Background: an optimization exercise with open tools, aiming at small area, a short achievable clock period and few clock cycles per item. Do not read the settings as production practice. RTL that was checked went through simulation tests only; none was proved equivalent to the original. For run 1, only the layout was checked, not whether the RTL still works. Power figures rest on the tool's default switching activity, not on a simulated workload.

[flow/constraint.sdc]
create_clock -name core_clock -period 8.0 [get_ports {clk}]
set_input_delay 1.6000 -clock core_clock [delete_from_list [all_inputs] [get_ports {clk}]]
set_output_delay 1.6000 -clock core_clock [all_outputs]
set_load 0.01 [all_outputs]
[flow/design.v]
module pqce_hyb_enc (
    input  wire        clk,
    input  wire        rst,
    input  wire        cmd_valid,
    output wire        cmd_ready,
    input  wire [5:0]  cmd_bw,          
    input  wire [15:0] cmd_count,       
    input  wire        in_valid,
    input  wire [31:0] in_data,
    output wire        in_ready,
    output wire        out_valid,
    output wire [7:0]  out_data,
    input  wire        out_ready,
    output wire        done,
    output wire        done_fault,      
    output wire [19:0] done_len         
);
    reg        running;       
    reg        cready;
    reg        done_r;
    reg [5:0]  bw;
    reg [15:0] rem;           
    reg        all_taken;
    reg        ended;
    reg        fault;
    reg [19:0] out_cnt;
    reg [31:0] sval, nval, cval;
    reg        sv, nv, cv;
    reg        seq, neq, ceq;
    reg        irdy;
    reg        rep_active;
    reg [15:0] repeats;
    reg [31:0] rle_val;
    reg [6:0]  run_len;
    reg [30:0] acc;
    reg [4:0]  abits;
    reg [6:0]  wptr, rptr;
    reg [31:0] mem [0:63];
    reg        we_r;
    reg [5:0]  wa_r;
    reg [31:0] wd_r;
    reg        slot_full;
    reg        slot_rle;
    reg [3:0]  slot_g;
    reg [6:0]  slot_end;
    localparam [2:0] R_IDLE = 3'd0, R_BPP = 3'd1, R_RH1 = 3'd2, R_RH2 = 3'd3, R_RV = 3'd4;
    reg [2:0]  rph;
    reg        act_rle;
    reg [6:0]  aend;
    reg [8:0]  bcnt;
    reg [1:0]  sel;
    reg        ov;
    reg [7:0]  od;
    wire [31:0] wmask;
    genvar gi;
    generate
        for (gi = 0; gi < 32; gi = gi + 1) begin : g_mask
            assign wmask[gi] = (bw > gi);
        end
    endgenerate
    wire [2:0] rle_nb = bw[5:3] + {2'd0, (bw[2:0] != 3'd0)};
    wire rle_busy  = (slot_full && slot_rle) || (rph != R_IDLE && act_rle);
    wire space     = !((wptr[6] != rptr[6]) && (wptr[5:0] == rptr[5:0]));
    wire [5:0] abw   = {1'b0, abits} + bw;
    wire       wfull = abw[5];                       
    wire [31:0] xval = cval & wmask;
    wire [62:0] comb = {32'd0, acc} | ({31'd0, xval} << abits);
    wire       has_part = (abits != 5'd0);
    wire can_step  = cv && (nv || all_taken);
    wire open_rep  = !rep_active && (run_len[2:0] == 3'd0) && nv && neq;
    wire cont_rep  = rep_active && ceq;
    wire app       = !open_rep && !cont_rep;
    wire run_nz    = (run_len != 7'd0);
    wire st_ok     = open_rep ? (!rle_busy && (!run_nz || (!slot_full && (!has_part || space))))
                   : cont_rep ? 1'b1
                   : ((!rep_active || !slot_full) && (!wfull || space) &&
                      (run_len != 7'd63 || !slot_full));
    wire step      = can_step && st_ok;
    wire do_end    = running && !ended && !cv && !nv && !sv && all_taken;
    wire end_ok    = rep_active ? !slot_full
                   : run_nz ? (!slot_full && (!has_part || space)) : 1'b1;
    wire end_go    = do_end && end_ok;
    wire take      = irdy && in_valid;
    wire move      = nv && (!cv || step);
    wire n_load    = !nv || move;
    wire n_from_s  = sv && n_load;
    wire n_from_in = !sv && take && n_load;
    wire s_load    = !sv && take && !n_load;
    wire adv       = !ov || out_ready;
    wire give      = ov && out_ready;
    wire [6:0] g7     = (run_len + 7'd7) >> 3;
    wire [8:0] pbytes = slot_g * bw;
    wire accept    = cready && cmd_valid;
    wire cmd_bad   = (cmd_bw > 6'd32);
    wire cmd_go    = !cmd_bad && (cmd_count != 16'd0);
    assign cmd_ready  = cready;
    assign in_ready   = irdy;
    assign done       = done_r;
    assign done_fault = fault;
    assign done_len   = out_cnt;
    assign out_valid  = ov;
    assign out_data   = od;
    wire drained = !slot_full && (rph == R_IDLE) && (!ov || out_ready);
    wire finish  = running && ended && drained;
    wire running_n   = accept ? cmd_go : (running && !finish);
    wire all_taken_n = accept ? (cmd_count == 16'd0) : (take ? (rem == 16'd1) : all_taken);
    wire sv_n        = accept ? 1'b0 : (sv ? !n_load : s_load);
    reg        we;
    reg [31:0] wdata;
    always @(*) begin
        we    = 1'b0;
        wdata = comb[31:0];
        if (step) begin
            if (open_rep) begin
                we    = run_nz && has_part;
                wdata = {1'b0, acc};
            end else if (app) begin
                we = wfull;
            end
        end else if (end_go) begin
            we    = !rep_active && run_nz && has_part;
            wdata = {1'b0, acc};
        end
    end
    always @(posedge clk) begin
        wd_r <= wdata;
        wa_r <= wptr[5:0];
        if (we_r)
            mem[wa_r] <= wd_r;
    end
    wire [31:0] rword = mem[rptr[5:0]];
    wire [7:0]  rbyte = rword[{sel, 3'd0} +: 8];
    always @(posedge clk) begin
        if (rst) begin
            running   <= 1'b0;
            cready    <= 1'b1;
            done_r    <= 1'b0;
            irdy      <= 1'b0;
            sv        <= 1'b0;
            nv        <= 1'b0;
            cv        <= 1'b0;
            slot_full <= 1'b0;
            rph       <= R_IDLE;
            ov        <= 1'b0;
            we_r      <= 1'b0;
            wptr      <= 7'd0;
            rptr      <= 7'd0;
            sel       <= 2'd0;
        end else begin
            we_r    <= we;
            running <= running_n;
            irdy    <= running_n && !all_taken_n && !sv_n;
            all_taken <= all_taken_n;
            sv      <= sv_n;
            done_r <= 1'b0;
            if (accept) begin
                bw         <= cmd_bw;
                rem        <= cmd_count;
                ended      <= 1'b0;
                out_cnt    <= 20'd0;
                rep_active <= 1'b0;
                run_len    <= 7'd0;
                acc        <= 31'd0;
                abits      <= 5'd0;
                fault      <= cmd_bad;
                cready     <= !cmd_go;
                done_r     <= !cmd_go;
            end else if (finish) begin
                cready <= 1'b1;
                done_r <= 1'b1;
            end
            if (give)
                out_cnt <= out_cnt + 20'd1;
            if (take)
                rem <= rem - 16'd1;
            if (s_load) begin
                sval <= in_data;
                seq  <= (in_data == nval);
            end
            if (n_from_s) begin
                nval <= sval;
                neq  <= seq;
            end else if (n_from_in) begin
                nval <= in_data;
                neq  <= (in_data == nval);
            end
            if (move) begin
                cval <= nval;
                ceq  <= neq;
            end
            if (accept)
                nv <= 1'b0;
            else if (n_from_s || n_from_in)
                nv <= 1'b1;
            else if (move)
                nv <= 1'b0;
            if (accept)
                cv <= 1'b0;
            else if (move)
                cv <= 1'b1;
            else if (step)
                cv <= 1'b0;
            if (step) begin
                if (open_rep) begin
                    if (run_nz) begin
                        acc     <= 31'd0;
                        abits   <= 5'd0;
                        run_len <= 7'd0;
                        if (has_part)
                            wptr <= wptr + 7'd1;
                    end
                    rep_active <= 1'b1;
                    repeats    <= 16'd1;
                    rle_val    <= cval;
                end else if (cont_rep) begin
                    repeats <= repeats + 16'd1;
                end else begin
                    rep_active <= 1'b0;
                    abits <= abw[4:0];
                    if (wfull) begin
                        acc  <= comb[62:32];
                        wptr <= wptr + 7'd1;
                    end else begin
                        acc  <= comb[30:0];
                    end
                    run_len <= (run_len == 7'd63) ? 7'd0 : run_len + 7'd1;
                end
            end else if (end_go) begin
                ended <= 1'b1;
                if (!rep_active && run_nz && has_part)
                    wptr <= wptr + 7'd1;
            end
            if (step && open_rep && run_nz) begin
                slot_full <= 1'b1;
                slot_rle  <= 1'b0;
                slot_g    <= run_len[6:3];
                slot_end  <= wptr + {6'd0, has_part};
            end else if (step && app && rep_active) begin
                slot_full <= 1'b1;
                slot_rle  <= 1'b1;
            end else if (step && app && run_len == 7'd63) begin
                slot_full <= 1'b1;
                slot_rle  <= 1'b0;
                slot_g    <= 4'd8;
                slot_end  <= wptr + {6'd0, wfull};
            end else if (end_go && rep_active) begin
                slot_full <= 1'b1;
                slot_rle  <= 1'b1;
            end else if (end_go && run_nz) begin
                slot_full <= 1'b1;
                slot_rle  <= 1'b0;
                slot_g    <= g7[3:0];
                slot_end  <= wptr + {6'd0, has_part};
            end else if (adv && rph == R_IDLE && slot_full) begin
                slot_full <= 1'b0;
            end
            if (adv) begin
                ov <= 1'b0;
                case (rph)
                R_IDLE: begin
                    if (slot_full) begin
                        ov      <= 1'b1;
                        act_rle <= slot_rle;
                        aend    <= slot_end;
                        sel     <= 2'd0;
                        if (!slot_rle) begin
                            od   <= {3'd0, slot_g, 1'b1};
                            bcnt <= pbytes;
                            rph  <= (pbytes != 9'd0) ? R_BPP : R_IDLE;
                        end else begin
                            od  <= {(repeats >= 16'd64), repeats[5:0], 1'b0};
                            rph <= (repeats >= 16'd64) ? R_RH1 :
                                   (rle_nb != 3'd0)     ? R_RV  : R_IDLE;
                        end
                    end
                end
                R_RH1: begin
                    ov  <= 1'b1;
                    od  <= {(repeats >= 16'd8192), repeats[12:6]};
                    rph <= (repeats >= 16'd8192) ? R_RH2 :
                           (rle_nb != 3'd0)       ? R_RV  : R_IDLE;
                end
                R_RH2: begin
                    ov  <= 1'b1;
                    od  <= {5'd0, repeats[15:13]};
                    rph <= (rle_nb != 3'd0) ? R_RV : R_IDLE;
                end
                R_RV: begin
                    ov  <= 1'b1;
                    od  <= rle_val[{sel, 3'd0} +: 8];
                    sel <= sel + 2'd1;
                    if ({1'b0, sel} + 3'd1 == rle_nb) begin
                        rph <= R_IDLE;
                        sel <= 2'd0;
                    end
                end
                R_BPP: begin
                    ov   <= 1'b1;
                    od   <= (rptr != aend) ? rbyte : 8'd0;
                    sel  <= sel + 2'd1;
                    bcnt <= bcnt - 9'd1;
                    if (sel == 2'd3 && rptr != aend)
                        rptr <= rptr + 7'd1;
                    if (bcnt == 9'd1) begin
                        rph  <= R_IDLE;
                        rptr <= aend;
                        sel  <= 2'd0;
                    end
                end
                default: rph <= R_IDLE;
                endcase
            end
        end
    end
endmodule
[flow/config.mk]
export PLATFORM = sky130hd
export DESIGN_NAME = pqce_hyb_enc
export DESIGN_NICKNAME = pqce_hyb_enc
export VERILOG_FILES = /design/flow/design.v
export SDC_FILE = /design/flow/constraint.sdc
export NUM_CORES = 4
export LEC_CHECK = 0
export CAP_MARGIN = 20
export CORE_MARGIN = 2
export CORE_UTILIZATION = 40
export SLEW_MARGIN = 20
[flow/run.sh]
#!/bin/bash
# synth_recipe.tcl (not shown) runs the flow's synth.tcl, then flattens the netlist and writes it again
# the make line also repeats each setting of config.mk as NAME=value (left out here)
make -C /OpenROAD-flow-scripts/flow DESIGN_CONFIG=/design/flow/config.mk WORK_HOME=/design/flow/orfs CLKGATE_MAP_FILE= SYNTH_SCRIPT=/design/flow/synth_recipe.tcl finish
==> impl_metrics.toml, run 1 <==
[status]
status = "timing/DRC/antenna clean"

[timing]
setup-tns-final_ps = 0
rsz0062_at_grt = "no"
fmax_mhz = 208.0
min_period_ps = 4808
slew_viol_final = 0
period_share_pct = 60.10
hold_violations = 0
fin_ws_ps = 3192
setup_viol = 0
tightestPinTransition_ps = 1260
slew_headroom_pct = 16.01
skew_ps = 70.11

[worst_setup_path]
cp_num_buf_inv = 1
start_kind = "flip-flop"
cpMaxStageDelayCell = "edfxtp_1"
crit_fanout = 32
end_kind = "flip-flop"
cp.arrival_ps = 5390
path_class = "reg -> reg"
cp.required_ps = 8590
max_stage_delay_ps = 1050
worstPathCellList = "ha_1 -> o21a_1 -> and3_1 -> nor3_2 -> inv_2 -> a21boi_1 -> a211oi_1 -> nand2b_1 -> a221o_1"
crit_family = "compound AO/OA/AOI/OAI gates"

[cts]
clk_latency_ps = 890
cts.path.max_buffers = 3
cts_buffers = 237
clkTransAtPathRegs_ps = 60
tritoncts = "yes"
htree_levels = 4
root_buffer = "clkbuf_16"
hold_buffers = 0
cts_resized = 0
postCtsSetupBuffers = 0
cts_sinks = 2394

[drt]
vias = 51553
via_per_inst = 5.957
routed_wl_um = 263500
drtAntennaViolNets = 0
dr.pass1.iters = 6
wire_per_inst_um = 30.45
drc = 0
drtIter0Drc = 6710

[grt]
grt_pass1_wl_um = 376100
grt_max_degree = 97
first_global_vias = 51140
grt_usage_pct = 21.30
antenna_found_initial = 19
grt_overflow_total = 0

[power]
combPwrFrac_pct = 4.0
power_frac_clock_pct = 41.6
power_frac_seq_pct = 54.4
powerDensity_nw_per_um2 = 239.0
intPower_mw = 20.45
swShare_pct = 22.27
p_leak_nw = 33.68
peakVddDrop_mv = 0.2013
power.switching_mw = 5.859

[placement]
dp_hpwl_um = 152600
gp_congestion = 0.8779
post-place-ws_ps = 3253
port_buffers = 91

[final_layout]
nNetsFinal = 5362
fillCellCount = 20307
drive_above_1_share_pct = 23.52
post-route-util_pct = 45.78
area_delta_synth_final_pct = 13.85

[logic_synthesis]
synthAdderAreaFrac_pct = 0.6520
synth_area_leaders = "edfxtp_1 72%, mux4_2 13%, dfxtp_1 1.5%"
async_reset_ff_share_pct = 0
synthCells = 5044
synth_seq_area_share_pct = 73.57
synth_mux_area_share_pct = 14.52
synth_nets = 5148
synth-simple-area-share_pct = 3.737
synth_area_um2 = 96720
yosysWarnings = 1
synth_top_family_by_area = "multiplexers"
post_synth.cell_area_avg_um2 = 19.18
synth_edf_count = 2321
synth_compound_area_share_pct = 5.048
synth_top_area_cell = "edfxtp_1"
synthXorXnorAreaFrac_pct = 1.005
synth_cell_type_count = 92
synth_ff_type = "edfxtp_1"
ys_ff_latch = 2394
synth_top_area_share_pct = 72.06

[die]
core_um2 = 240500
die_area_um2 = 245700
dieWidth_um = 495.7
ioPinCount = 92
die_y_um = 495.7
start_util_pct = 40.21
row_count = 180

[run]
cap_violations = 0

[min_path]
hp-class = "reg -> reg"
-- synthesized netlist by cell type (34+ instances only) --
library cell,n
edfxtp_1,2321
mux4_2,546
nor2_1,199
nand2_1,192
clkbuf_1,168
a21oi_1,122
a22oi_1,117
o21ai_0,111
mux2i_1,98
xor2_1,76
dfxtp_1,73
buf_2,69
mux2_2,63
nand3_1,62
nor3_1,52
inv_1,51
a22o_1,37
ha_1,36
o22ai_1,36
xnor2_1,35
nor2b_1,34
-- final timing paths --
check	start	to	slack, ps	cells past startpoint
max	abits[2]$_DFFE_PN_	acc[15]$_DFFE_PN_	3190	9
max reg2reg	abits[2]$_DFFE_PN_	acc[15]$_DFFE_PN_	3190	9
min	slot_end[0]$_DFFE_PP_	aend[0]$_DFFE_PP_	420	0
min reg2reg	slot_end[0]$_DFFE_PP_	aend[0]$_DFFE_PP_	420	0
-- worst reg2reg max path, cell delays in order (launching register included) --
cell,delay [ps]
edfxtp_1,1050
ha_1,440
o21a_1,210
and3_1,170
nor3_2,630
inv_2,210
a21boi_1,600
a211oi_1,190
nand2b_1,550
a221o_1,510
-- kinds of logic after synthesis --
group / Yosys count
adder cells (fa/ha/maj): 45
AND/OR/NAND/NOR: 742
flip-flops: 2394
XOR/XNOR: 111
buffers and inverters: 340
AO/OA/AOI/OAI: 703
multiplexers: 709
-- final cells by class --
class / count / area (um^2) / share of cell area, %
inverter: 56 / 210.2 / 0.1909
sequential: 2394 / 71220 / 64.68
tap: 3185 / 3985 / 3.619
multi-input combinational: 2310 / 24750 / 22.48
clock buffer: 298 / 6220 / 5.649
clock inverter: 146 / 1428 / 1.297
antenna: 6 / 15.01 / 0.01364
timing repair buffer: 259 / 2280 / 2.070
-- layout by cell type (no fill, tap or decap), types with 45 or more instances in the layout --
master	count
a21oi_1	118
a22oi_1	117
buf_4	159
clkbuf_1	55
clkbuf_16	237
clkdlybuf4s50_1	90
clkinv_1	47
clkinv_2	47
edfxtp_1	2321
inv_1	50
mux2_2	63
mux2i_1	98
mux4_2	546
nand2_1	190
nand3_1	62
nor2_1	135
nor2_4	63
nor3_1	45
o21ai_0	111
xor2_1	76
-- per-layer routing --
layer,GRT usage [%],up-vias,wire length [um]
met5,0,-,105
met3,4.313,450,23760
met1,30.58,27276,109400
li1,-,21337,-
met2,32.92,2478,121900
met4,6.387,12,8363
-- power groups by stage --
stage               clock, mW  combinational (mW)  sequential, mW
CTS                      11.1                1.05            14.3
global route             11.6                1.13            14.3
floorplan                   0               0.403            14.6
detailed placement          0                1.05            14.6
finish                   10.9                1.06            14.3
global placement            0                1.02            14.6
-- state kept, by name, summed over array words and instances (netlist names), 8 cells and up, named ones only --
signal,flops
rem,16
rle_val,32
bcnt,9
cval,32
nval,32
out_cnt,20
od,8
mem,2048
sval,32
acc,31
wd_r,32
repeats,16
-- per-stage QoR --
step,hold WS (ps),area (um^2),power (mW),std cells
after floorplan,325.8,96720,14.99,5044
after global placement,405.1,102400,15.58,8204
after detailed placement,404.5,102400,15.62,8204
after CTS,419.4,110100,26.50,8648
after global routing,435.7,110100,27.06,8648
final,419.7,110100,26.31,8654
==> inputs of run 2 (changes only) <==
--- a/flow/design.v
+++ b/flow/design.v
@@ -34,6 +34,8 @@
     reg [6:0]  run_len;
     reg [30:0] acc;
     reg [4:0]  abits;
+    reg [5:0]  abw;           
+    reg        space;         
     reg [6:0]  wptr, rptr;
     reg [31:0] mem [0:63];
     reg        we_r;
@@ -60,8 +62,6 @@
     endgenerate
     wire [2:0] rle_nb = bw[5:3] + {2'd0, (bw[2:0] != 3'd0)};
     wire rle_busy  = (slot_full && slot_rle) || (rph != R_IDLE && act_rle);
-    wire space     = !((wptr[6] != rptr[6]) && (wptr[5:0] == rptr[5:0]));
-    wire [5:0] abw   = {1'b0, abits} + bw;
     wire       wfull = abw[5];                       
     wire [31:0] xval = cval & wmask;
     wire [62:0] comb = {32'd0, acc} | ({31'd0, xval} << abits);
@@ -105,6 +105,23 @@
     wire running_n   = accept ? cmd_go : (running && !finish);
     wire all_taken_n = accept ? (cmd_count == 16'd0) : (take ? (rem == 16'd1) : all_taken);
     wire sv_n        = accept ? 1'b0 : (sv ? !n_load : s_load);
+    reg [6:0] wptr_n, rptr_n;
+    always @(*) begin
+        wptr_n = wptr;
+        if (step && open_rep && run_nz && has_part)
+            wptr_n = wptr + 7'd1;
+        else if (step && app && wfull)
+            wptr_n = wptr + 7'd1;
+        else if (!step && end_go && !rep_active && run_nz && has_part)
+            wptr_n = wptr + 7'd1;
+        rptr_n = rptr;
+        if (adv && rph == R_BPP) begin
+            if (bcnt == 9'd1)
+                rptr_n = aend;
+            else if (sel == 2'd3 && rptr != aend)
+                rptr_n = rptr + 7'd1;
+        end
+    end
     reg        we;
     reg [31:0] wdata;
     always @(*) begin
@@ -145,9 +162,13 @@
             we_r      <= 1'b0;
             wptr      <= 7'd0;
             rptr      <= 7'd0;
+            space     <= 1'b1;
             sel       <= 2'd0;
         end else begin
             we_r    <= we;
+            wptr    <= wptr_n;
+            rptr    <= rptr_n;
+            space   <= !((wptr_n[6] != rptr_n[6]) && (wptr_n[5:0] == rptr_n[5:0]));
             running <= running_n;
             irdy    <= running_n && !all_taken_n && !sv_n;
             all_taken <= all_taken_n;
@@ -162,6 +183,7 @@
                 run_len    <= 7'd0;
                 acc        <= 31'd0;
                 abits      <= 5'd0;
+                abw        <= cmd_bw;
                 fault      <= cmd_bad;
                 cready     <= !cmd_go;
                 done_r     <= !cmd_go;
@@ -205,9 +227,8 @@
                     if (run_nz) begin
                         acc     <= 31'd0;
                         abits   <= 5'd0;
+                        abw     <= bw;
                         run_len <= 7'd0;
-                        if (has_part)
-                            wptr <= wptr + 7'd1;
                     end
                     rep_active <= 1'b1;
                     repeats    <= 16'd1;
@@ -217,9 +238,9 @@
                 end else begin
                     rep_active <= 1'b0;
                     abits <= abw[4:0];
+                    abw   <= {1'b0, abw[4:0]} + bw;
                     if (wfull) begin
                         acc  <= comb[62:32];
-                        wptr <= wptr + 7'd1;
                     end else begin
                         acc  <= comb[30:0];
                     end
@@ -227,8 +248,6 @@
                 end
             end else if (end_go) begin
                 ended <= 1'b1;
-                if (!rep_active && run_nz && has_part)
-                    wptr <= wptr + 7'd1;
             end
             if (step && open_rep && run_nz) begin
                 slot_full <= 1'b1;
@@ -299,11 +318,8 @@
                     od   <= (rptr != aend) ? rbyte : 8'd0;
                     sel  <= sel + 2'd1;
                     bcnt <= bcnt - 9'd1;
-                    if (sel == 2'd3 && rptr != aend)
-                        rptr <= rptr + 7'd1;
                     if (bcnt == 9'd1) begin
                         rph  <= R_IDLE;
-                        rptr <= aend;
                         sel  <= 2'd0;
                     end
                 end
--- a/flow/config.mk
+++ b/flow/config.mk
@@ -8,4 +8,7 @@
 export CAP_MARGIN = 20
 export CORE_MARGIN = 2
 export CORE_UTILIZATION = 40
+export CTS_CLUSTER_DIAMETER = 120
+export CTS_CLUSTER_SIZE = 20
+export SETUP_SLACK_MARGIN = 4.5
 export SLEW_MARGIN = 20
==> impl_metrics.toml, run 2 <==
[cts]
cts_buffers = 138
clkTransAtPathRegs_ps = 80
clk_latency_ps = 850
htree_levels = 4
cts_sinks = 2395
cts.path.max_buffers = 3
root_buffer = "clkbuf_16"
tritoncts = "yes"
hold_buffers = 0

[worst_setup_path]
max_stage_delay_ps = 750
cpMaxStageDelayCell = "buf_4"
rrSetupSlack_ps = 4490
cp.arrival_ps = 4090
start_kind = "flip-flop"
path_class = "reg -> reg"
end_kind = "flip-flop"
crit_fanout = 35
cp.required_ps = 8580
worstPathCellList = "buf_4 -> mux4_2 -> mux2i_1 -> nor2_1 -> a21oi_1 -> a41oi_1 -> a31o_1"

[grt]
antenna_found_initial = 25
grt_usage_pct = 20.81
grt_max_degree = 80
first_global_vias = 49468
grt_pass1_wl_um = 370800
grt_overflow_total = 0

[die]
die_area_um2 = 248400
dieWidth_um = 498.4
ioPinCount = 92
core_um2 = 243200
die_y_um = 498.4
start_util_pct = 40.19
row_count = 181

[logic_synthesis]
synth_top_area_cell = "edfxtp_1"
synth_top_area_share_pct = 71.48
yosys-top-cells-count = "2327 x edfxtp_1, 670 x mux4_2, 236 x nor2_1, 190 x nand2_1, 151 x clkbuf_1"
synth_area_leaders = "edfxtp_1 71%, mux4_2 15%, dfxtp_1 1.4%"
yosysMostFrequentCell = "edfxtp_1"
synthCells = 4936
synth_seq_area_share_pct = 72.87
ys_ff_latch = 2395
yosysWarnings = 1
synth_area_um2 = 97760
async_reset_ff_share_pct = 0
synth_edf_count = 2327
post_synth.cell_area_avg_um2 = 19.80
synth_ff_type = "edfxtp_1"
synth_nets = 5040
synth_cell_type_count = 88

[drt]
wire_per_inst_um = 31.36
via_per_inst = 6.013
drtIter0Drc = 7125
vias = 50515
routed_wl_um = 263500
drtAntennaViolNets = 0
drc = 0
dr.pass1.iters = 9

[placement]
dp_hpwl_um = 145600
gp_congestion = 0.8877
dpl_cell_area_um2 = 103400
port_buffers = 91

[min_path]
hp-class = "reg -> reg"

[final_layout]
drive_above_1_share_pct = 25.39
top_register = "mem"
nNetsFinal = 5241
largest_reg_flops = 2048
final_common_cell = "edfxtp_1"
area_delta_synth_final_pct = 11.40
design_area_um2 = 108900
final_cell_mix = "2327 x edfxtp_1, 670 x mux4_2, 191 x buf_4, 187 x nand2_1, 168 x nor2_1"

[timing]
slew_headroom_pct = 16.00
period_share_pct = 43.93
setup_viol = 0
skew_ps = 47.78
rsz0062_at_grt = "yes"
setup-tns-final_ps = 0
slew_viol_final = 0
tightestPinTransition_ps = 1257
min_period_ps = 3515
fmax_mhz = 284.5
hold_violations = 0

[power]
powerDensity_nw_per_um2 = 211.2
p_leak_nw = 32.48
peakVddDrop_mv = 0.2001

[run]
cap_violations = 0

[status]
status = "timing/DRC/antenna clean"
run 2: cell families after synthesis:
| logic type | Yosys count | synth area share, % |
|---|---|---|
| compound gates | 543 | 3.695 |
| fa+ha+maj | 45 | 0.6451 |
| mux | 794 | 16.78 |
| xor+xnor | 116 | 1.039 |
| simple gates | 711 | 3.447 |
| flops | 2395 | 72.87 |
| buf+inv | 332 | 1.523 |
run 2: per-layer routing:
layer  track usage, %  share of wire (%)  up-vias
met5                0             0.0065        -
met4            5.527                2.6        4
met3            3.177                8.0      302
met2            33.51                 48     2244
met1            29.69                 41    27225
li1                 -                  -    20740
run 2: worst max-delay path, delay by kind of cell, from the launching register on:
kind	cells	cell delay [ps]
muxes	2	960
AOI/OAI and AO/OA	3	580
buffers and inverters	1	750
and+or+nand+nor	1	170
DFF	1	730
run 2: where the power goes:
group,switching [mW],internal [mW]
clock,4.01,3.35
sequential,0.132,14.1
combinational,1.04,0.367
run 2: through the flow:
step	hold WS, ps	utilization, %	std cells	power [mW]	setup WS, ps
floorplan	329.0	-	4936	15.17	4482
global route	430.1	44.77	8395	23.66	4390
detailed placement	404.5	42.50	8109	15.88	3572
CTS	425.1	44.48	8349	23.13	4305
global placement	407.2	42.50	8109	15.84	3563
finish	423.5	44.77	8401	23.00	4485
run 2: timing repair:
item,CTS,global route
setup endpoints to repair,190,112
resized for setup,57,52
setup buffers,36,39
pin swaps,2,9
gates cloned,10,5
run 2: area by class of cell:
| cell class | count | area (um^2) |
|---|---|---|
| Clock buffer | 178 | 3699 |
| Antenna cell | 8 | 20.02 |
| Multi-Input combinational cell | 2209 | 25830 |
| Fill cell | 20540 | 134300 |
| Clock inverter | 16 | 261.5 |
| Inverter | 50 | 196.4 |
| Tap cell | 3202 | 4006 |
| Sequential cell | 2395 | 71300 |
| Timing Repair Buffer | 342 | 3568 |
| Timing Repair inverter | 1 | 7.507 |
run 2: final timing paths:
kind,startpoint,to,depth (start not counted)
max,rptr[2]$_SDFF_PP0_,od[3]$_DFFE_PP_,7
min,slot_end[4]$_DFFE_PP_,aend[4]$_DFFE_PP_,0
max reg2reg,rptr[2]$_SDFF_PP0_,od[3]$_DFFE_PP_,7
min reg2reg,slot_end[4]$_DFFE_PP_,aend[4]$_DFFE_PP_,0
Testbench counts of run 2, summed over its fixed seeds: cycles 75,318, items 53,034.
==> inputs of run 3 (changes only) <==
--- a/flow/config.mk
+++ b/flow/config.mk
@@ -8,7 +8,5 @@
 export CAP_MARGIN = 20
 export CORE_MARGIN = 2
 export CORE_UTILIZATION = 40
-export CTS_CLUSTER_DIAMETER = 120
-export CTS_CLUSTER_SIZE = 20
 export SETUP_SLACK_MARGIN = 4.5
 export SLEW_MARGIN = 20
==> impl_metrics.toml, run 3 <==
[logic_synthesis]
synth_top_area_cell = "edfxtp_1"
async_reset_ff_share_pct = 0
yosys-top-cells-count = "2327 x edfxtp_1, 670 x mux4_2, 236 x nor2_1, 190 x nand2_1, 151 x clkbuf_1"
synth_area_leaders = "edfxtp_1 71%, mux4_2 15%, dfxtp_1 1.4%"
synth_edf_count = 2327
synth_ff_type = "edfxtp_1"
synth_area_um2 = 97760
ys_ff_latch = 2395
synth_cell_type_count = 88
yosysWarnings = 1
synth_top_area_share_pct = 71.48
post_synth.cell_area_avg_um2 = 19.80
yosysMostFrequentCell = "edfxtp_1"
synth_nets = 5040
synth_seq_area_share_pct = 72.87
synthCells = 4936

[placement]
gp_congestion = 0.8877
dp_hpwl_um = 145600
port_buffers = 91
dpl_cell_area_um2 = 103400
dpl.cell_count = 8109

[cts]
hold_buffers = 0
cts_sinks = 2395
cts.path.max_buffers = 3
tritoncts = "yes"
cts_buffers = 232
root_buffer = "clkbuf_16"
clkTransAtPathRegs_ps = 60
clk_latency_ps = 910
htree_levels = 4

[final_layout]
final_cells = 8656
post-route-util_pct = 46.32
top_register = "mem"
final_cell_mix = "2327 x edfxtp_1, 670 x mux4_2, 238 x clkbuf_16, 208 x buf_4, 187 x nand2_1"
area_delta_synth_final_pct = 15.24
largest_reg_flops = 2048
drive_above_1_share_pct = 27.92
final_common_cell = "edfxtp_1"
nNetsFinal = 5349
design_area_um2 = 112700
fillCellCount = 20246

[drt]
dr.pass1.iters = 6
drtIter0Drc = 6923
drtAntennaViolNets = 0
vias = 51294
met2_length_um = 126900
wl_met1_um = 109300
wire_per_inst_um = 30.65
wl_met3_um = 21940
routed_wl_um = 265300
highest_layer = "met5"
via_per_inst = 5.926
drc = 0

[die]
die_y_um = 498.4
row_count = 181
die_area_um2 = 248400
dieWidth_um = 498.4
start_util_pct = 40.19
ioPinCount = 92
core_um2 = 243200

[timing]
min_period_ps = 3491
skew_ps = 70.09
setup_viol = 0
period_share_pct = 43.64
fmax_mhz = 286.4
slew_viol_final = 0
slew_headroom_pct = 22.03
hold_violations = 0
rsz0062_at_grt = "yes"
setup-tns-final_ps = 0
tightestPinTransition_ps = 1167

[grt]
grt_pass1_wl_um = 374000
antenna_found_initial = 19
grt_usage_pct = 20.97
first_global_vias = 50565
grt_overflow_total = 0
grt_max_degree = 80

[worst_setup_path]
cpMaxStageDelayCell = "mux4_2"
rrSetupSlack_ps = 4510
r2r-start = "rptr[0]$_SDFF_PP0_"
start_kind = "flip-flop"
cp.required_ps = 8640
crit_fanout = 38
rr_endpoint = "od[3]$_DFFE_PP_"
cp.arrival_ps = 4140
crit_top_cell = "mux4_2"
critPathCapture = "od[3]$_DFFE_PP_"
end_kind = "flip-flop"
rr_worst_depth = 9
worstPathCellList = "buf_12 -> buf_16 -> mux4_2 -> mux4_2 -> mux2i_1 -> nor2_1 -> a21oi_1 -> a41oi_1 -> a31o_1"
worstSetupStartpoint = "rptr[0]$_SDFF_PP0_"
path_class = "reg -> reg"
max_stage_delay_ps = 560

[power]
combPwrFrac_pct = 5.3
power.switching_mw = 5.989
power_frac_clock_pct = 41.1
powerDensity_nw_per_um2 = 236.0
power_frac_seq_pct = 53.6
swShare_pct = 22.52
p_leak_nw = 34.34
peakVddDrop_mv = 0.2737
intPower_mw = 20.60

[status]
status = "timing/DRC/antenna clean"

[run]
cap_violations = 0

[min_path]
hold_path_depth = 0
hp-class = "reg -> reg"
run 3: cell counts after synthesis:
Identical to the previous run, type by type.
run 3: critical path: cells and delay by family, from the launching register on:
family / cells / cell delay (ps)
multiplexers: 3 / 1540
AO/OA/AOI/OAI: 3 / 580
buffers and inverters: 2 / 490
flip-flops: 1 / 370
AND/OR/NAND/NOR: 1 / 170
run 3: area by class of cell:
class                      instances  area [um^2]  share of cell area, %
sequential                      2395        71300                  63.29
multi-input combinational       2209        25840                  22.94
clock buffer                     285         6076                  5.393
tap                             3202         4006                  3.556
timing repair buffer             356         3643                  3.234
clock inverter                   152         1567                  1.391
inverter                          50        196.4                 0.1744
antenna                            6        15.01                0.01333
timing repair inverter             1        7.507               0.006664
run 3: what timing repair did:
action / 4_1_cts / 5_1_grt
endpoints found under the setup margin: 200 / 112
gates resized for setup: 79 / 54
cloned: 10 / 6
buffers inserted: 36 / 52
pin swaps: 1 / 12
run 3: cell families after synthesis:
group,after synthesis,share of synthesized area [%]
xor+xnor,116,1.039
compound gates,543,3.695
fa+ha+maj,45,0.6451
flops,2395,72.87
mux,794,16.78
buf+inv,332,1.523
simple gates,711,3.447
run 3: worst min path at each step:
stage | endpoint | from
floorplan | wa_r[2]$_DFF_P_ | wptr[2]$_SDFF_PP0_
global placement | aend[4]$_DFFE_PP_ | slot_end[4]$_DFFE_PP_
detailed placement | aend[4]$_DFFE_PP_ | slot_end[4]$_DFFE_PP_
CTS | aend[4]$_DFFE_PP_ | slot_end[4]$_DFFE_PP_
global route | aend[6]$_DFFE_PP_ | slot_end[6]$_DFFE_PP_
finish | aend[4]$_DFFE_PP_ | slot_end[4]$_DFFE_PP_
run 3: power groups by stage:
stage	combinational (mW)	sequential (mW)	clock (mW)
final	1.41	14.3	10.9
after detailed placement	1.36	14.5	0
after global placement	1.32	14.5	0
after global routing	1.49	14.3	11.6
after floorplan	0.530	14.6	0
after CTS	1.37	14.3	11.1
run 3: through the flow:
stage          hold WS, ps  total power [mW]  worst slack, ps
2_1_floorplan        329.0             15.17             4482
3_3_place_gp         407.2             15.84             3563
3_5_place_dp         404.5             15.88             3572
4_1_cts              419.0             26.73             4256
5_1_grt              432.4             27.33             4388
6_report             417.6             26.59             4509
run 3: routing by layer:
metal	up-vias	track usage [%]
met2	2320	33.80
li1	21120	-
met5	-	0
met4	4	5.681
met1	27508	29.65
met3	342	3.468
==> inputs of run 4 (changes only) <==
--- a/flow/config.mk
+++ b/flow/config.mk
@@ -8,5 +8,7 @@
 export CAP_MARGIN = 20
 export CORE_MARGIN = 2
 export CORE_UTILIZATION = 40
+export CTS_CLUSTER_DIAMETER = 100
+export CTS_CLUSTER_SIZE = 24
 export SETUP_SLACK_MARGIN = 4.5
 export SLEW_MARGIN = 20
==> impl_metrics.toml, run 4 <==
[power]
p_leak_nw = 32.04
p_total_mw = 22.10
powerDensity_nw_per_um2 = 204.5
peakVddDrop_mv = 0.1810

[min_path]
hold_path_depth = 0
min_from = "slot_end[6]$_DFFE_PP_"
hold_end = "aend[6]$_DFFE_PP_"
hp-class = "reg -> reg"

[worst_setup_path]
cp.arrival_ps = 4060
cp.required_ps = 8570
r2r-start = "rptr[3]$_SDFF_PP0_"
rr_endpoint = "od[3]$_DFFE_PP_"
start_kind = "flip-flop"
rrSetupSlack_ps = 4510
rr_worst_depth = 7
crit_fanout = 54
path_class = "reg -> reg"
end_kind = "flip-flop"

[logic_synthesis]
yosys-top-cells-count = "2327 x edfxtp_1, 670 x mux4_2, 236 x nor2_1, 190 x nand2_1, 151 x clkbuf_1"
synth_nets = 5040
yosysMostFrequentCell = "edfxtp_1"
synth_cell_type_count = 88
synth_area_leaders = "edfxtp_1 71%, mux4_2 15%, dfxtp_1 1.4%"
synth_ff_type = "edfxtp_1"
synth_top_area_share_pct = 71.48
yosysWarnings = 1
synthCells = 4936
async_reset_ff_share_pct = 0
ys_ff_latch = 2395
post_synth.cell_area_avg_um2 = 19.80
synth_area_um2 = 97760
synth_seq_area_share_pct = 72.87
synth_top_area_cell = "edfxtp_1"
synth_edf_count = 2327

[timing]
hold_violations = 0
tightestPinTransition_ps = 1203
min_period_ps = 3493
fin_ws_ps = 4507
slew_viol_final = 0
period_share_pct = 43.67
rsz0062_at_grt = "yes"
setup_viol = 0
skew_ps = 74.52
setup-tns-final_ps = 0
holdWs_ps = 424.2
slew_headroom_pct = 19.62
fmax_mhz = 286.3

[final_layout]
largest_reg_flops = 2048
design_area_um2 = 108000
final_cells = 8357
drive_above_1_share_pct = 24.98
fillCellCount = 20609
nNetsFinal = 5209
final_cell_mix = "2327 x edfxtp_1, 670 x mux4_2, 187 x nand2_1, 184 x buf_4, 168 x nor2_1"
post-route-util_pct = 44.42
top_register = "mem"
final_common_cell = "edfxtp_1"
area_delta_synth_final_pct = 10.52

[placement]
port_buffers = 91
dpl_cell_area_um2 = 103400
post-place-ws_ps = 3572
dp_hpwl_um = 145600
dpl.cell_count = 8109
gp_congestion = 0.8877

[drt]
vias = 50011
via_per_inst = 5.984
drc = 0
drtAntennaViolNets = 0
drtIter0Drc = 6784
routed_wl_um = 262300
wire_per_inst_um = 31.39
dr.pass1.iters = 10

[run]
cap_violations = 0

[die]
die_area_um2 = 248400
row_count = 181
core_um2 = 243200
ioPinCount = 92
dieWidth_um = 498.4
start_util_pct = 40.19
die_y_um = 498.4

[cts]
tritoncts = "yes"
cts_sinks = 2395
htree_levels = 3
cts_buffers = 111
root_buffer = "clkbuf_16"
clkTransAtPathRegs_ps = 100
clk_latency_ps = 830
cts.path.max_buffers = 3

[grt]
first_global_vias = 49283
antenna_found_initial = 21
grt_max_degree = 80
grt_pass1_wl_um = 369400
grt_usage_pct = 20.65
grt_overflow_total = 0

[status]
status = "timing/DRC/antenna clean"
run 4: changes by cell type in the layout (fill, tap and decap cells not counted), moves of 7 or more:
cell	previous run	this run
clkinv_2	50	1
bufinv_16	21	0
dlygate4sd2_1	17	10
clkbuf_16	238	117
buf_4	208	184
clkinvlp_4	14	4
clkinv_1	49	0
clkbuf_1	47	36
clkinv_16	9	2
clkdlybuf4s50_1	70	80
run 4: how the worst max path moves through the flow:
stage	slack, ps	end	from
CTS	4300	od[3]$_DFFE_PP_	rptr[0]$_SDFF_PP0_
global placement	3560	od[3]$_DFFE_PP_	rptr[0]$_SDFF_PP0_
floorplan	4480	rph[0]$_SDFFE_PP0P_	bw[3]$_DFFE_PP_
global route	4380	rph[0]$_SDFFE_PP0P_	bw[3]$_DFFE_PP_
finish	4510	od[3]$_DFFE_PP_	rptr[3]$_SDFF_PP0_
detailed placement	3570	od[3]$_DFFE_PP_	rptr[0]$_SDFF_PP0_
run 4: cell families after synthesis:
logic type / after synthesis / synth area share [%]
flops: 2395 / 72.87
mux: 794 / 16.78
simple gates: 711 / 3.447
compound gates: 543 / 3.695
buf+inv: 332 / 1.523
xor+xnor: 116 / 1.039
fa+ha+maj: 45 / 0.6451
run 4: power breakdown:
group	switching, mW	total, mW	internal [mW]	leakage, nW
Combinational	1.04	1.40	0.367	9.01
Sequential	0.131	14.2	14.1	21.5
Clock	3.85	6.45	2.61	1.50
Total	5.02	22.1	17.1	32.0
run 4: routing by layer:
metal	wire length, um	GRT usage [%]
met3	21310	3.054
met5	60	0
met4	6957	5.501
met2	125200	33.30
met1	108800	29.49
run 4: layout make-up:
class	count	area, um^2	area share [%]
Antenna cell	3	7.507	0.006948
Clock buffer	148	2938	2.719
Clock inverter	12	187.7	0.1737
Inverter	50	196.4	0.1818
Multi-Input combinational cell	2209	25840	23.92
Sequential cell	2395	71310	66.00
Tap cell	3202	4006	3.708
Timing Repair Buffer	337	3555	3.290
Timing Repair inverter	1	7.507	0.006948
run 4: worst max-delay path, cell delays in order, from the launching register on:
cell and delay [ps]:
dfxtp_4 770, buf_16 430, mux4_2 610, mux2i_1 500, nor2_1 170, a21oi_1 180, a41oi_1 140, a31o_1 250
run 4: what timing repair did:
action	in CTS	in global routing
pin swaps	2	7
cloned	10	6
setup endpoints to repair	186	115
hold buffers	0	0
resized for setup	59	56
endpoints found under the hold margin	0	0
buffers inserted	34	35
==> inputs of run 5 (changes only) <==
--- a/flow/config.mk
+++ b/flow/config.mk
@@ -10,5 +10,5 @@
 export CORE_UTILIZATION = 40
 export CTS_CLUSTER_DIAMETER = 100
 export CTS_CLUSTER_SIZE = 24
-export SETUP_SLACK_MARGIN = 4.5
+export SETUP_SLACK_MARGIN = 4.3
 export SLEW_MARGIN = 20
==> impl_metrics.toml, run 5 <==
[worst_setup_path]
rr_endpoint = "od[0]$_DFFE_PP_"
start_kind = "flip-flop"
end_kind = "flip-flop"
rr_worst_depth = 8
worstSetupStartpoint = "rptr[1]$_SDFF_PP0_"
max_stage_delay_ps = 670
crit_fanout = 108
path_class = "reg -> reg"
rrSetupSlack_ps = 4250
cp.required_ps = 8500
cp.arrival_ps = 4250
cpMaxStageDelayCell = "dfxtp_4"
r2r-start = "rptr[1]$_SDFF_PP0_"
worstPathCellList = "buf_16 -> mux4_2 -> mux4_2 -> a22o_1 -> a221oi_1 -> o211ai_1 -> o21ai_1 -> o211ai_1"

[min_path]
hold_path_depth = 0
hold_end = "wa_r[4]$_DFF_P_"
hp-class = "reg -> reg"
min_from = "wptr[4]$_SDFF_PP0_"

[final_layout]
post-route-util_pct = 44.08
nNetsFinal = 5156
largest_reg_flops = 2048
final_cell_mix = "2327 x edfxtp_1, 670 x mux4_2, 189 x nand2_1, 170 x nor2_1, 155 x buf_4"
top_register = "mem"
final_common_cell = "edfxtp_1"
drive_above_1_share_pct = 23.52
area_delta_synth_final_pct = 9.684

[power]
powerDensity_nw_per_um2 = 206.7
intPower_mw = 17.15
p_leak_nw = 31.66
combPwrFrac_pct = 6.2
power.switching_mw = 5.019
swShare_pct = 22.64
power_frac_seq_pct = 64.3
peakVddDrop_mv = 0.2092
power_frac_clock_pct = 29.5

[logic_synthesis]
async_reset_ff_share_pct = 0
synth_top_area_cell = "edfxtp_1"
synthAdderAreaFrac_pct = 0.6451
synth_mux_area_share_pct = 16.78
synth_seq_area_share_pct = 72.87
synthCells = 4936
ys_ff_latch = 2395
synth_area_leaders = "edfxtp_1 71%, mux4_2 15%, dfxtp_1 1.4%"
synth_top_area_share_pct = 71.48
yosysMostFrequentCell = "edfxtp_1"
synthXorXnorAreaFrac_pct = 1.039
yosysWarnings = 1
synth_ff_type = "edfxtp_1"
synth_area_um2 = 97760
yosys-top-cells-count = "2327 x edfxtp_1, 670 x mux4_2, 236 x nor2_1, 190 x nand2_1, 151 x clkbuf_1"
synth_top_family_by_area = "multiplexers"
post_synth.cell_area_avg_um2 = 19.80
synth_edf_count = 2327
synth-simple-area-share_pct = 3.447
synth_compound_area_share_pct = 3.695
synth_nets = 5040
synth_cell_type_count = 88

[grt]
grt_max_degree = 115
antenna_found_initial = 18
grtUsageMet3_pct = 2.694
grt_util_met1_pct = 29.77
grt.busiest_layer = "met2"
grtUsageMet2_pct = 33.23
grt_pass1_wl_um = 368900
grt_usage_pct = 20.59
first_global_vias = 49382
grt_overflow_total = 0

[drt]
dr.pass1.iters = 7
routed_wl_um = 261300
drtIter0Drc = 7020
via_per_inst = 6.012
drc = 0
wire_per_inst_um = 31.41
vias = 50010
drtAntennaViolNets = 0

[timing]
setup-tns-final_ps = 0
setup_viol = 0
period_share_pct = 46.87
fmax_mhz = 266.7
skew_ps = 63.36
hold_violations = 0
tightestPinTransition_ps = 1111
rsz0062_at_grt = "yes"
slew_viol_final = 0
min_period_ps = 3750
slew_headroom_pct = 25.94

[die]
core_um2 = 243200
die_area_um2 = 248400
row_count = 181
ioPinCount = 92
start_util_pct = 40.19
die_y_um = 498.4
dieWidth_um = 498.4

[cts]
cts_buffers = 111
tritoncts = "yes"
htree_levels = 3
cts_sinks = 2395
clkTransAtPathRegs_ps = 100
clk_latency_ps = 810
cts.path.max_buffers = 3
root_buffer = "clkbuf_16"

[placement]
dp_hpwl_um = 146800
port_buffers = 91
gp_congestion = 0.8842

[run]
cap_violations = 0

[status]
status = "timing/DRC/antenna clean"
-- run 5: cell types whose count changed in the layout (fill, tap and decap cells not counted), sizes merged --
cell,before,now
clkinv,8,5
bufinv,0,2
clkinvlp,4,3
clkbuf,154,166
dlygate4sd2,10,2
clkdlybuf4s50,80,88
diode,3,6
buf,233,187
bufbuf,8,1
inv,51,52
-- run 5: how the worst max path moves through the flow --
stage,endpoint,slack [ps],cells after the start
floorplan,rph[0]$_SDFFE_PP0P_,4320,18
global placement,od[4]$_DFFE_PP_,3350,4
detailed placement,od[0]$_DFFE_PP_,3390,9
CTS,od[0]$_DFFE_PP_,4230,8
global route,od[0]$_DFFE_PP_,4230,10
finish,od[0]$_DFFE_PP_,4250,8
-- run 5: worst max-delay path, delay by kind of cell (launching register included) --
family                 cells  cell delay (ps)
buffers and inverters      1              370
DFF                        1              670
AOI/OAI and AO/OA          5             1070
muxes                      2              960
-- run 5: repair_timing --
action,CTS,global route
pin swaps,1,6
resized for setup,24,37
gates cloned,1,6
endpoints found under the setup margin,127,118
hold buffers,0,0
buffers inserted,17,7
-- run 5: cell type report --
class	instances	area (um^2)
fill	20568	136000
sequential	2395	71300
multi-input combinational	2209	25690
tap	3202	4006
clock buffer	159	2979
timing repair buffer	285	2825
clock inverter	12	202.7
inverter	50	195.2
antenna	6	15.01
-- run 5: metrics by stage --
step	area (um^2)	total power, mW	hold WS (ps)	worst slack [ps]	cells
6_report	107200	22.17	429.4	4250	8318
5_1_grt	107200	22.79	446.2	4232	8313
4_1_cts	106800	22.29	432.8	4232	8299
3_5_place_dp	103300	15.90	409.0	3391	8110
3_3_place_gp	103300	15.85	402.7	3346	8108
2_1_floorplan	97800	15.16	329.0	4315	4936
-- run 5: kinds of logic after synthesis --
family,after synthesis
muxes,794
adders and majority gates,45
AOI/OAI and AO/OA,543
DFF,2395
xor gates and xnor gates,116
buffers and inverters,332
and+or+nand+nor,711
-- run 5: power groups by stage --
stage,sequential (mW),combinational (mW),clock [mW]
after detailed placement,14.5,1.35,0
after global routing,14.3,1.47,7.06
after global placement,14.5,1.32,0
final,14.3,1.38,6.53
after CTS,14.3,1.36,6.68
after floorplan,14.6,0.526,0
-- run 5: metal layers --
layer | vias to the layer above | share of wire, %
met5 | - | 0
met4 | 0 | 2.3
met3 | 273 | 7.6
met2 | 2124 | 48
met1 | 27082 | 42
li1 | 20531 | -
==> inputs of run 6 (changes only) <==
--- a/flow/config.mk
+++ b/flow/config.mk
@@ -10,5 +10,5 @@
 export CORE_UTILIZATION = 40
 export CTS_CLUSTER_DIAMETER = 100
 export CTS_CLUSTER_SIZE = 24
-export SETUP_SLACK_MARGIN = 4.3
+export SETUP_SLACK_MARGIN = 4.7
 export SLEW_MARGIN = 20
==> impl_metrics.toml, run 6 <==
[status]
status = "timing/DRC/antenna clean"

[worst_setup_path]
rr_worst_depth = 15
cp.required_ps = 8670
r2r-start = "slot_g[1]$_DFFE_PP_"
rr_endpoint = "rph[0]$_SDFFE_PP0P_"
path_class = "reg -> reg"
start_kind = "flip-flop"
cp.arrival_ps = 4160
crit_fanout = 6
end_kind = "flip-flop"
rrSetupSlack_ps = 4510

[timing]
skew_ps = 66.40
tightestPinTransition_ps = 1150
slew_headroom_pct = 23.06
rsz0062_at_grt = "yes"
period_share_pct = 43.60
hold_violations = 0
holdWs_ps = 411.6
setup_viol = 0
min_period_ps = 3488
fmax_mhz = 286.7
slew_viol_final = 0
setup-tns-final_ps = 0

[die]
die_y_um = 498.4
dieWidth_um = 498.4
ioPinCount = 92
start_util_pct = 40.19
core_um2 = 243200
row_count = 181
die_area_um2 = 248400

[cts]
htree_levels = 3
clk_latency_ps = 820
cts_buffers = 112
cts_sinks = 2395
tritoncts = "yes"
clkTransAtPathRegs_ps = 110
hold_buffers = 0
cts.path.max_buffers = 3
root_buffer = "clkbuf_16"

[final_layout]
largest_reg_flops = 2048
drive_above_1_share_pct = 27.53
final_common_cell = "edfxtp_1"
nNetsFinal = 5302
top_register = "mem"
area_delta_synth_final_pct = 12.48
post-route-util_pct = 45.21
final_cell_mix = "2327 x edfxtp_1, 670 x mux4_2, 234 x buf_4, 181 x nand2_1, 169 x nor2_1"

[logic_synthesis]
synth_top_area_cell = "edfxtp_1"
synth_edf_count = 2327
synthCells = 4936
ys_ff_latch = 2395
yosysWarnings = 1
synth_cell_type_count = 88
yosysMostFrequentCell = "edfxtp_1"
synth_nets = 5040
post_synth.cell_area_avg_um2 = 19.80
synth_ff_type = "edfxtp_1"
synth_seq_area_share_pct = 72.87
yosys-top-cells-count = "2327 x edfxtp_1, 670 x mux4_2, 236 x nor2_1, 190 x nand2_1, 151 x clkbuf_1"
async_reset_ff_share_pct = 0
synth_top_area_share_pct = 71.48
synth_area_leaders = "edfxtp_1 71%, mux4_2 15%, dfxtp_1 1.4%"
synth_area_um2 = 97760

[power]
combPwrFrac_pct = 6.3
swShare_pct = 22.72
p_total_mw = 22.20
powerDensity_nw_per_um2 = 201.9
power_frac_seq_pct = 64.2
peakVddDrop_mv = 0.1689
p_leak_nw = 32.89
intPower_mw = 17.16
power_frac_clock_pct = 29.5
power.switching_mw = 5.044

[run]
cap_violations = 0

[min_path]
hold_end = "aend[1]$_DFFE_PP_"
hold_path_depth = 0
hp-class = "reg -> reg"
min_from = "slot_end[1]$_DFFE_PP_"

[drt]
dr.pass1.iters = 7
drtAntennaViolNets = 0
via_per_inst = 5.980
wl_met3_um = 19270
met2_length_um = 127300
vias = 50623
drc = 0
routed_wl_um = 266600
drtIter0Drc = 6454
wire_per_inst_um = 31.49
wl_met1_um = 112500
highest_layer = "met5"

[placement]
dp_hpwl_um = 143500
gp_congestion = 0.9085
port_buffers = 91

[grt]
grt_overflow_total = 0
grt_usage_pct = 20.93
grt_max_degree = 77
grt_pass1_wl_um = 373300
first_global_vias = 49387
antenna_found_initial = 15
## run 6: changes by cell type in the layout (fill, tap and decap cells not counted), moves of 9 or more
cell             before  now
buf_16                7   30
a21oi_2               3   12
mux2i_1              66   57
o21ai_0             124  112
dlygate4sd2_1         2   25
buf_12               10   31
a21oi_1             107   97
buf_4               155  234
buf_6                11   20
clkdlybuf4s50_1      88   57
## run 6: power groups by stage
stage          registers [mW]  clock network, mW  logic (mW)
2_1_floorplan            14.6                  0       0.532
3_3_place_gp             14.5                  0        1.27
3_5_place_dp             14.6                  0        1.30
4_1_cts                  14.3               6.70        1.34
5_1_grt                  14.3               7.09        1.47
6_report                 14.3               6.55        1.39
## run 6: final cells by class
cell class / count / area (um^2)
repair inverters: 1 / 7.507
diodes: 4 / 10.01
well taps: 3202 / 4006
multi-input cells: 2209 / 26290
repair buffers: 429 / 4903
flip-flops and latches: 2395 / 71310
fillers: 20541 / 133300
inverters: 50 / 200.2
clock inverters: 14 / 206.4
clock buffers: 162 / 3022
## run 6: stage by stage
| stage | cells | setup slack [ps] | area [um^2] |
|---|---|---|---|
| 2_1_floorplan | 4936 | 4482 | 97910 |
| 3_3_place_gp | 8106 | 3466 | 103400 |
| 3_5_place_dp | 8106 | 3387 | 103400 |
| 4_1_cts | 8402 | 4509 | 108800 |
| 5_1_grt | 8463 | 4287 | 110000 |
| 6_report | 8466 | 4512 | 110000 |
## run 6: cell families after synthesis
| family | count (synthesis) | share of synthesized area, % |
|---|---|---|
| multiplexers | 794 | 16.78 |
| buffers and inverters | 332 | 1.523 |
| XOR/XNOR | 116 | 1.039 |
| adder cells (fa/ha/maj) | 45 | 0.6451 |
| AO/OA/AOI/OAI | 543 | 3.695 |
| flip-flops | 2395 | 72.87 |
| AND/OR/NAND/NOR | 711 | 3.447 |
## run 6: worst max path at each step
stage                              startpoint                  end  slack [ps]  cells after the start
after floorplan               bw[3]$_DFFE_PP_  rph[0]$_SDFFE_PP0P_        4480                     18
after global routing      slot_g[1]$_DFFE_PP_  rph[0]$_SDFFE_PP0P_        4290                     14
after detailed placement   abits[3]$_DFFE_PN_    acc[28]$_DFFE_PN_        3390                     11
final                     slot_g[1]$_DFFE_PP_  rph[0]$_SDFFE_PP0P_        4510                     15
after CTS                 slot_g[1]$_DFFE_PP_  rph[0]$_SDFFE_PP0P_        4510                     14
after global placement     rptr[0]$_SDFF_PP0_      od[0]$_DFFE_PP_        3470                      9
## run 6: timing repair
| item | in CTS | in global routing |
|---|---|---|
| pin swaps | 17 | 40 |
| gates cloned | 27 | 12 |
| hold endpoints to repair | 0 | 0 |
| buffers inserted | 93 | 48 |
| endpoints found under the setup margin | 271 | 161 |
| gates resized for setup | 192 | 109 |
## run 6: layer usage
metal  vias to the layer above  global-route usage (%)
met5                         -                       0
met4                         4                   5.604
met3                       306                   2.653
met2                      2043                   33.45
met1                     27417                   30.44
li1                      20853                       -
## run 6: critical path, cell delays in order, from the launching register on
cell and delay, ps:
edfxtp_1 560, and2_4 240, fa_1 520, inv_1 50
fa_1 470, inv_1 60, ha_4 230, a21oi_2 130
nor2_1 50, nor2_1 120, o21bai_1 80, a21oi_1 150
xnor2_1 160, nand3b_1 130, o21a_1 200, o31a_1 230

separate check: timing with driven ports:
In the flow no input, the clock included, has a driving cell. The finished layouts below were timed again as built, in two steps.
Step 1, drivers: a clkbuf_16 drives clk and a buf_2 each remaining input, both assumed.
Step 2 also shifts input and output timing later by t, the mid clock arrival at the registers, as if the neighbouring blocks saw the same clock.
Slacks: ideal / step 1 / step 2; pairs: ideal / step 1.
| run | t (ns) | setup WS [ns] | worst setup path after step 2 | slew at the worst register clock pin (ns) | worst slew at a driven data input, ns |
|---|---|---|---|---|---|
| run 1 | 0.945 | 3.192 / 3.192 / 3.192 | register to register | 0.07 / 0.07 | 0.10 |
| run 2 | 0.916 | 4.485 / 4.464 / 3.894 | input to register | 0.10 / 0.10 | 0.07 |
| run 3 | 0.964 | 4.509 / 4.445 / 3.883 | input to register | 0.07 / 0.07 | 0.07 |
| run 4 | 0.892 | 4.507 / 4.462 / 3.904 | input to register | 0.12 / 0.12 | 0.06 |
| run 5 | 0.865 | 4.250 / 4.233 / 3.990 | input to register | 0.11 / 0.11 | 0.06 |
| run 6 | 0.887 | 4.512 / 4.512 / 4.035 | input to register | 0.11 / 0.11 | 0.06 |
After both steps every run listed still meets setup and hold. The setup slack of run 3, which loses most, moves by -0.064 ns with the drivers and by -0.626 ns with both steps.
